Context: an optimization exercise on an open-source flow, tuned for small area, a short achievable clock period and few clock cycles. The choices shown serve that exercise and are no tape-out recipe.
Function was checked by simulation only, so behaviour that the tests miss may differ from the original.
Power figures rest on the tool's default switching activity, not on a simulated workload.

==> inputs of 01-11 <==
Design frame_parser, start of the top module:
module frame_parser (
    input  wire        clk,
    input  wire        rst,             
    input  wire        in_valid,
    output wire        in_ready,
    input  wire [31:0] in_data,
    input  wire [2:0]  in_bytes,
    input  wire        in_last,
    output reg         out_valid,
    input  wire        out_ready,
    output wire [4:0]  out_info,        
    output wire [31:0] out_stored,
    output wire [31:0] out_calc,
    output wire [7:0]  out_type,
    output wire [31:0] out_length,
    output wire [31:0] out_data_start,
    output wire [31:0] out_data_end,
    output wire [31:0] out_vlq_count
);
    localparam [1:0] KIND_FRAME    = 2'd0;
    localparam [1:0] KIND_MISMATCH = 2'd1;
    localparam [1:0] KIND_NONE     = 2'd2;
    function [31:0] s_pre;
        input [1:0] p;
        case (p)
            2'd0: s_pre = 32'hFFFFFFFF;
            2'd1: s_pre = 32'hF0958FD9;
            2'd2: s_pre = 32'h9A1C9D90;
  ...
export LEC_CHECK = 0
export CAP_MARGIN = 20
export CORE_MARGIN = 2
export CORE_UTILIZATION = 40
export SETUP_SLACK_MARGIN = 2.5
export SLEW_MARGIN = 20
export SYNTH_MEMORY_MAX_BITS = 16384
create_clock -name core_clock -period 5.0 [get_ports {clk}]
standard.sh (not shown) runs the stock make flow with config.mk's settings and CLKGATE_MAP_FILE= SYNTH_SCRIPT=/design/flow/synth_recipe.tcl, a recipe that flattens the netlist after the stock synthesis.
==> flow/flow/run.sh <==
#!/bin/bash
# The standard layout (the standard.sh, all steps) with two changes:
#  - the port buffers that buffer_ports inserts are sky130_fd_sc_hd__buf_1
#    instead of its default pick;
#  - clock tree synthesis builds from clkbuf_8 and adds no dummy loads.
set -euo pipefail
bash standard.sh \
  "BUFFER_PORTS_ARGS=-buffer_cell sky130_fd_sc_hd__buf_1" \
  "CTS_ARGS=-sink_clustering_enable -repair_clock_nets -dont_use_dummy_load -buf_list sky130_fd_sc_hd__clkbuf_8" \
  finish > orfs_make.log 2>&1
==> inputs of 01-22, as changes to 01-11 <==
--- a/flow/design.v
+++ b/flow/design.v
@@ -173,19 +173,18 @@
     endfunction
     reg        in_ready_r;
     reg [1:0]  in_bi;           
     reg [31:0] ib_data;
     reg [2:0]  ib_n;
     reg        ib_last;
     reg [1:0]  ib_bi;
     reg        ib_full;
-    reg        ib_n4;           
-    reg        ib_l3nz;         
     reg [3:0]  ib_pmask;        
+    reg [31:0] g_data;
     reg        g_ld;            
     reg        g_part;          
     reg        sh_busy;
     reg [1:0]  sh_kind;
     reg [15:0] sh_hi;
     reg        sh_single;
     reg        rec_free;        
     reg [31:0] stored;
@@ -210,37 +209,32 @@
     reg [3:0]  pk_mask;         
     reg [1:0]  o_reg;           
     reg [1:0]  vp;              
     reg        r_fresh;         
     reg [1:0]  p_reg;           
     reg        clr_pend;        
     reg [4:0]  inv_cnt;         
     reg        fin_pend;        
-    reg        lbtr_r;          
-    reg        lnz_r;           
-    reg [3:0]  flm_r;           
-    reg        flush_r;         
     reg        rdy_t_r;         
     assign in_ready       = in_ready_r || (rdy_t_r && out_ready);
     assign out_info       = {ovf, trunc, chk, kind};
     assign out_stored     = stored;
     assign out_calc       = crc_n;
     assign out_type       = ftype;
     assign out_length     = acc;
     assign out_data_start = {16'd0, ds};
     assign out_data_end   = de;
     assign out_vlq_count  = {16'd0, cnt};
     wire accept = in_valid && in_ready;
     reg         de_c16;         
     wire [16:0] de_lo = {1'b0, ds} + {1'b0, acc[15:0]};
     wire       ib_b1    = ib_full && (ib_bi == 2'd1);    
-    reg  [1:0] osel_r;
-    wire [1:0] o_sel    = osel_r;
-    wire       term_acc = ib_b1 ? ((sh_kind == 2'd0) && ib_n4 && !ib_data[31]) : term;
+    wire [1:0] o_sel    = ib_b1 ? ib_data[25:24] : o_reg;
+    wire       term_acc = ib_b1 ? ((sh_kind == 2'd0) && (ib_n == 3'd4) && !ib_data[31]) : term;
     wire taken  = out_valid && out_ready;
     wire rec_ok = rec_free || taken;
     wire [7:0] l0 = ib_data[7:0];
     wire [7:0] l1 = ib_data[15:8];
     wire [7:0] l2 = ib_data[23:16];
     wire [7:0] l3 = ib_data[31:24];
     wire s0 = ib_full && (ib_bi == 2'd0);
     wire s1 = ib_full && (ib_bi == 2'd1);
@@ -248,17 +242,17 @@
     wire do_s0     = s0 && !sh_busy;
     wire do_s1     = s1 && rec_ok;
     wire do_single = sh_busy && sh_single && rec_ok;
     wire commit    = do_s1 || do_single;
     wire [1:0] s0_kind = (ib_n == 3'd0) ? KIND_NONE :
                          ((ib_n < 3'd2) || (l0 != 8'h44) || (l1 != 8'h00)) ? KIND_MISMATCH :
                          KIND_FRAME;
     wire frame_c   = (sh_kind == KIND_FRAME);
-    wire c_vlq  = do_s1 && frame_c && ib_n4;
+    wire c_vlq  = do_s1 && frame_c && (ib_n == 3'd4);
     wire c_term = c_vlq && !l3[7];
     wire c_last = do_single || (do_s1 && ib_last);
     wire p_act   = s2 && (kind == KIND_FRAME) && !done;
     wire payload = p_act && term;
     wire v_last  = p_act && !term && ib_last;       
     wire skip2   = s2 && !p_act;
     wire c_cont = c_vlq && l3[7] && !ib_last;
     wire pk_act = (vq || c_cont) && in_valid && !pk_fin;
@@ -282,69 +276,49 @@
     wire [1:0]  p_new = 2'd0 - lo2;
     wire        l_zero = (l3[6:0] == 7'd0);                    
     wire [14:0] rg_acc = (|acc[31:16]) ? 15'h7FFF : {1'b0, acc[15:2]};
     wire        acc_zero = (acc == 32'd0);
     wire        acc_le4  = (acc[31:3] == 29'd0) && (acc[2:0] <= 3'd4);
     wire        g_do  = g_ld && rg_nz;
     wire        f1    = g_do && rg_one && !g_part;      
     wire [31:0] crc_g;
-    crc32_step32 u_step (.r(crc), .d(32'd0), .q(crc_g));
+    crc32_step32 u_step (.r(crc), .d(g_data), .q(crc_g));
     wire [2:0]  o_p    = (o_reg == 2'd0) ? 3'd4 : {1'b0, o_reg};
     wire        lb     = payload && ib_last;
     wire        case_a = lb && g_do && g_part;
     wire        rg_zero_after = !rg_nz || (g_do && rg_one);
-    wire        lb_tr  = lbtr_r;
+    wire        lb_tr  = lb && !case_a && !rg_zero_after;
     wire [3:0]  ge_o   = {o_p <= 3'd3, o_p <= 3'd2, o_p <= 3'd1, 1'b0};    
-    wire [3:0]  fl_m   = flm_r;
-    wire        flush  = flush_r;
+    wire [3:0]  fl_m   = ib_pmask & thermo(ib_n) & ge_o;
+    wire        flush  = lb_tr && (fl_m != 4'd0);
     wire [2:0]  inv_a  = o_p - ib_n;                     
     wire [2:0]  inv_b  = 3'd4 - (ib_n - o_p);            
     wire        inv_en = (inv_cnt != 5'd0) && !g_do;
     wire        inv_fire = inv_en && (inv_cnt == 5'd1);
     wire [3:0]  gt_t   = {vp < 2'd3, vp < 2'd2, vp < 2'd1, 1'b0};   
     wire [3:0]  xm = flush ? 4'd0 : (thermo(in_bytes) & pk_mask);
     wire [3:0]  ym = flush ? fl_m : ib_pmask;
+    wire [31:0] gx = in_data & lanemask(xm);
+    wire [31:0] gy = ib_data & lanemask(ym);
     wire [3:0]  gm = funnel4(xm, ym, o_sel);     
-    wire        rg_nz_n  = c_term ? !l_zero : (rg_pend ? !acc_zero : (g_do ? !rg_one : rg_nz));
-    wire        pa_n = ib_b1 ? (term_acc && ib_l3nz)
-                             : (term && (rg_pend ? lnz_r : (g_do ? !rg_one : rg_nz)));
-    wire        g_ld_acc = accept && (in_bi == 2'd2) && (gm != 4'd0) && pa_n;
-    wire        g_ld_n   = flush || g_ld_acc;
-    wire        accv     = accept && (in_bi == 2'd2) && pa_n;
-    wire [3:0]  xm_g     = xm & {4{accv}};
-    wire [3:0]  ym_g     = flush ? fl_m : (ib_pmask & {4{accv}});
-    wire [31:0] g_cut    = funnel(in_data & lanemask(xm_g), ib_data & lanemask(ym_g), o_sel);
+    wire        g_ld_acc = accept && (in_bi == 2'd2) && term_acc && (gm != 4'd0);
     wire sh_busy_n  = do_s0 ? 1'b1 : (commit ? 1'b0 : sh_busy);
     wire rec_free_n = commit ? 1'b0 : (taken ? 1'b1 : rec_free);
     wire term_n     = commit ? c_term : (v_term ? 1'b1 : term);
     wire [1:0] kind_n = commit ? sh_kind : kind;
-    wire term_nx   = commit ? (c_term || v_term) : (v_term || term);
-    wire rg_one_nx = c_term ? (!l_zero && (l3[6:0] <= 7'd4)) :
-                     rg_pend ? (!acc_zero && acc_le4) :
-                     g_do ? (rg_x ? (rg == 15'd1) : (rg == 15'd2)) : rg_one;
-    wire gpart_nx  = in_last && ({1'b0, in_bytes} < ((o_sel == 2'd0) ? 4'd4 : {2'b0, o_sel}));
-    wire gdo_nx    = g_ld_n && rg_nz_n;
-    wire [2:0] o_sp = (o_sel == 2'd0) ? 3'd4 : {1'b0, o_sel};
-    wire [3:0] flm_n = (((in_bi == 2'd2) && term_acc) ? pk_mask : 4'b0000) & thermo(in_bytes) &
-                       {o_sp <= 3'd3, o_sp <= 3'd2, o_sp <= 3'd1, 1'b0};
-    wire lbtr_n    = accept && in_last && (in_bi == 2'd2) && (kind_n == KIND_FRAME) && !done_n &&
-                     term_nx && !(gdo_nx && gpart_nx) && rg_nz_n && !(gdo_nx && rg_one_nx);
     wire done_n;
     wire ib_full_n = accept ? 1'b1 : (ib_full && !consume);
     wire [1:0] bi_n = accept ? in_bi : ib_bi;
-    wire [1:0] o_reg_n = (!rst && (c_term || v_term)) ? o_new : o_reg;
-    wire [1:0] osel_n  = (!rst && ib_full_n && (bi_n == 2'd1)) ?
-                         (accept ? in_data[25:24] : ib_data[25:24]) : o_reg_n;
     wire pred = (bi_n == 2'd0) ? !sh_busy_n :
                 (bi_n == 2'd1) ? rec_free_n : 1'b1;
     wire vq_n     = (v_term || (accept && in_last)) ? 1'b0 : (commit ? c_cont : vq);
     wire pk_fin_n = accept ? 1'b0 : (v_fin || pk_fin);
     wire vc1_n    = accept ? ((in_bytes == 3'd4) && in_data[31] && !in_last)
-                           : (ib_n4 && ib_data[31] && !ib_last);
+                           : ((ib_n == 3'd4) && ib_data[31] && !ib_last);
     wire [1:0] sh_kind_n = do_s0 ? s0_kind : sh_kind;
     wire block_n  = (vq_n && !pk_fin_n) ||
                     (ib_full_n && (bi_n == 2'd1) && vc1_n && (sh_kind_n == KIND_FRAME));
     wire in_ready_n = (!ib_full_n || pred) && !block_n;
     wire fire       = fin_pend || inv_fire;
     wire out_valid_n = fire || (out_valid && !taken);
     wire rdy_t_n    = ib_full_n && (bi_n == 2'd1) && out_valid_n && !block_n;
     wire done_set = (commit && (c_last || !frame_c || (c_term && l_zero))) ||
@@ -365,18 +339,18 @@
         if (g_do)
             crc_d = crc_g;
     end
     wire eq = (crc == ~stored);
     always @(posedge clk) begin
         de[15:0]  <= de_lo[15:0];
         de[31:16] <= acc[31:16] + {15'd0, de_c16};
         de_c16    <= de_lo[16] && !commit;
-        crc_n <= ~(crc_d ^ g_cut);
-        osel_r <= osel_n;
+        crc_n <= ~crc_d;
+        g_data <= funnel(gx, gy, o_sel);
         if (rst) begin
             in_ready_r <= 1'b1;
             rdy_t_r    <= 1'b0;
             in_bi      <= 2'd0;
             ib_full    <= 1'b0;
             g_ld       <= 1'b0;
             sh_busy    <= 1'b0;
             rec_free   <= 1'b1;
@@ -385,36 +359,33 @@
             fin_pend   <= 1'b0;
             vp         <= 2'd0;
             done       <= 1'b1;
             rg_pend    <= 1'b0;
             vq         <= 1'b0;
             pk_fin     <= 1'b0;
             pk_mask    <= 4'b1111;
             clr_pend   <= 1'b0;
-            lbtr_r     <= 1'b0;
-            flush_r    <= 1'b0;
         end else begin
             in_ready_r <= in_ready_n;
             rdy_t_r    <= rdy_t_n;
             if (accept) begin
                 ib_data  <= in_data;
                 ib_n     <= in_bytes;
-                ib_n4    <= (in_bytes == 3'd4);
-                ib_l3nz  <= (in_data[30:24] != 7'd0);
                 ib_last  <= in_last;
                 ib_bi    <= in_bi;
                 ib_pmask <= ((in_bi == 2'd2) && term_acc) ? pk_mask : 4'b0000;
                 in_bi    <= in_last ? 2'd0 : ((in_bi == 2'd2) ? 2'd2 : in_bi + 2'd1);
             end
             ib_full <= ib_full_n;
-            g_ld <= g_ld_n;
             if (flush) begin
+                g_ld   <= 1'b1;
                 g_part <= 1'b1;
             end else begin
+                g_ld   <= g_ld_acc;
                 g_part <= in_last && ({1'b0, in_bytes} < ((o_sel == 2'd0) ? 4'd4 : {2'b0, o_sel}));
             end
             vq     <= vq_n;
             pk_fin <= pk_fin_n;
             if (do_s0) begin
                 sh_single <= ib_last;
                 sh_kind   <= s0_kind;
                 sh_hi     <= {(ib_n > 3'd2) ? l2 : 8'd0, (ib_n > 3'd3) ? l3 : 8'd0};
@@ -499,20 +470,14 @@
                     rg_x <= 1'b0;
                 else
                     rg   <= rg - 15'd1;
                 rg_nz  <= !rg_one;
                 rg_one <= rg_x ? (rg == 15'd1) : (rg == 15'd2);
             end
             done <= done_n;
             clr_pend <= lb_tr && !flush && r_fresh && !g_do;
-            lbtr_r   <= lbtr_n;
-            flush_r  <= lbtr_n && (flm_n != 4'd0);
-            if (accept)
-                flm_r <= flm_n;
-            if (v_term)
-                lnz_r <= ((commit ? {18'd0, l3[6:0], vb[6:0]} : {acc[24:0], vb[6:0]}) != 32'd0);
             if (fin_pend)
                 chk <= (kind == KIND_FRAME) && !trunc && !ovf && eq;
             out_valid <= out_valid_n;
         end
     end
 endmodule
==> inputs of 05-08, as changes to 01-11 <==
--- a/flow/design.v
+++ b/flow/design.v
@@ -321,24 +321,36 @@
     wire rg_one_nx = c_term ? (!l_zero && (l3[6:0] <= 7'd4)) :
                      rg_pend ? (!acc_zero && acc_le4) :
                      g_do ? (rg_x ? (rg == 15'd1) : (rg == 15'd2)) : rg_one;
     wire gpart_nx  = in_last && ({1'b0, in_bytes} < ((o_sel == 2'd0) ? 4'd4 : {2'b0, o_sel}));
     wire gdo_nx    = g_ld_n && rg_nz_n;
     wire [2:0] o_sp = (o_sel == 2'd0) ? 3'd4 : {1'b0, o_sel};
     wire [3:0] flm_n = (((in_bi == 2'd2) && term_acc) ? pk_mask : 4'b0000) & thermo(in_bytes) &
                        {o_sp <= 3'd3, o_sp <= 3'd2, o_sp <= 3'd1, 1'b0};
-    wire lbtr_n    = accept && in_last && (in_bi == 2'd2) && (kind_n == KIND_FRAME) && !done_n &&
-                     term_nx && !(gdo_nx && gpart_nx) && rg_nz_n && !(gdo_nx && rg_one_nx);
+    wire craw      = frame_c && ib_n4 && !l3[7];
+    wire kindF_x   = ib_b1 ? frame_c : (kind == KIND_FRAME);
+    wire done_x    = ib_b1 ? (!frame_c || (craw && l_zero))
+                           : (done || (rg_pend && acc_zero) || f1 || v_last || lb);
+    wire term_x    = ib_b1 ? craw : term;
+    wire rgnz_x    = ib_b1 ? !l_zero : (rg_pend ? !acc_zero : (g_do ? !rg_one : rg_nz));
+    wire rgone_x   = ib_b1 ? (!l_zero && (l3[6:0] <= 7'd4)) :
+                     rg_pend ? (!acc_zero && acc_le4) :
+                     g_do ? (rg_x ? (rg == 15'd1) : (rg == 15'd2)) : rg_one;
+    wire gdo_x     = g_ld_acc && rgnz_x;
+    wire lbtr_n    = accept && in_last && (in_bi == 2'd2) && kindF_x && !done_x &&
+                     term_x && !(gdo_x && gpart_nx) && rgnz_x && !(gdo_x && rgone_x);
     wire done_n;
     wire ib_full_n = accept ? 1'b1 : (ib_full && !consume);
     wire [1:0] bi_n = accept ? in_bi : ib_bi;
-    wire [1:0] o_reg_n = (!rst && (c_term || v_term)) ? o_new : o_reg;
-    wire [1:0] osel_n  = (!rst && ib_full_n && (bi_n == 2'd1)) ?
-                         (accept ? in_data[25:24] : ib_data[25:24]) : o_reg_n;
+    wire pk_act_r  = (vq || (ib_b1 && frame_c && ib_n4 && l3[7] && !ib_last)) && in_valid && !pk_fin;
+    wire v_term_r  = pk_act_r && v_ok && !vb[7];
+    wire [1:0] osel_n  = (accept && (in_bi == 2'd1)) ? in_data[25:24] :
+                         v_term_r ? ((ib_b1 ? 2'd1 : ds_v[1:0]) + vb[1:0]) :
+                         ib_b1 ? ib_data[25:24] : o_reg;
     wire pred = (bi_n == 2'd0) ? !sh_busy_n :
                 (bi_n == 2'd1) ? rec_free_n : 1'b1;
     wire vq_n     = (v_term || (accept && in_last)) ? 1'b0 : (commit ? c_cont : vq);
     wire pk_fin_n = accept ? 1'b0 : (v_fin || pk_fin);
     wire vc1_n    = accept ? ((in_bytes == 3'd4) && in_data[31] && !in_last)
                            : (ib_n4 && ib_data[31] && !ib_last);
     wire [1:0] sh_kind_n = do_s0 ? s0_kind : sh_kind;
     wire block_n  = (vq_n && !pk_fin_n) ||
@@ -504,15 +516,15 @@
             end
             done <= done_n;
             clr_pend <= lb_tr && !flush && r_fresh && !g_do;
             lbtr_r   <= lbtr_n;
             flush_r  <= lbtr_n && (flm_n != 4'd0);
             if (accept)
                 flm_r <= flm_n;
             if (v_term)
-                lnz_r <= ((commit ? {18'd0, l3[6:0], vb[6:0]} : {acc[24:0], vb[6:0]}) != 32'd0);
+                lnz_r <= ((ib_b1 ? {18'd0, l3[6:0], vb[6:0]} : {acc[24:0], vb[6:0]}) != 32'd0);
             if (fin_pend)
                 chk <= (kind == KIND_FRAME) && !trunc && !ovf && eq;
             out_valid <= out_valid_n;
         end
     end
 endmodule
==> comparison <==
- Wire length: 01-11 is lower than 01-22 (4.5%).
- In 01-22 the global-route usage is higher than in 01-11, by 0.85 points.
- In 01-22 the combinational power is larger than in 05-08, by about 2%.
- Synthesized area, highest first: 01-22, 05-08, 01-11.
- In 05-08 the total power is smaller than in 01-22, by 2.7%.
- Against 01-22, the clock skew of 01-11 is lower by 0.0016 ns.
- 01-22 completed with no timing, DRC or antenna violations. 05-08 completed without violations. 01-11 finished clean.
- First-iteration DRC count, lowest first: 01-22, 01-11, 05-08.
Testbench counts of 01-11, summed over its fixed seeds: cycles 45,109.
Testbench counts of 01-22, summed over its fixed seeds: cycles 45,109.
Testbench counts of 05-08, summed over its fixed seeds: cycles 45,109.

## what the ideal ports hide
How much do the figures lean on ideal ports? The routed layouts below were timed once more, with nothing changed but the port constraints.
Step 1 (the two cells are an assumption about what drives the block):
set clk [get_ports {clk}]
set_driving_cell -lib_cell sky130_fd_sc_hd__clkbuf_16 $clk
set_driving_cell -lib_cell sky130_fd_sc_hd__buf_2 [delete_from_list [all_inputs] $clk]
Step 2 adds t to the input delays and takes it off the output delays; t is the mean of the earliest and latest rising clock arrival at the registers after step 1. Input paths then give back, and output paths get back, about the clock's delay inside the block.
a / b / c = ideal / step 1 / step 2; a / b = the first two.
| run | shift t [ns] | slack for setup (ns) | worst setup path at the end | slew at the worst register clock pin (ns) | pins driven straight from the clock port |
|---|---|---|---|---|---|
| 01-11 | 0.663 | 2.477 / 2.486 / 1.843 | input to register | 0.06 / 0.06 | 1 |
| 01-22 | 0.684 | 2.491 / 2.441 / 2.024 | input to register | 0.07 / 0.07 | 1 |
| 05-08 | 0.653 | 2.326 / 2.326 / 1.879 | input to register | 0.07 / 0.07 | 1 |
After both steps setup and hold are still met in every run listed. The setup slack of 01-11, which loses most, moves by +0.009 ns with the drivers and by -0.634 ns with both steps.
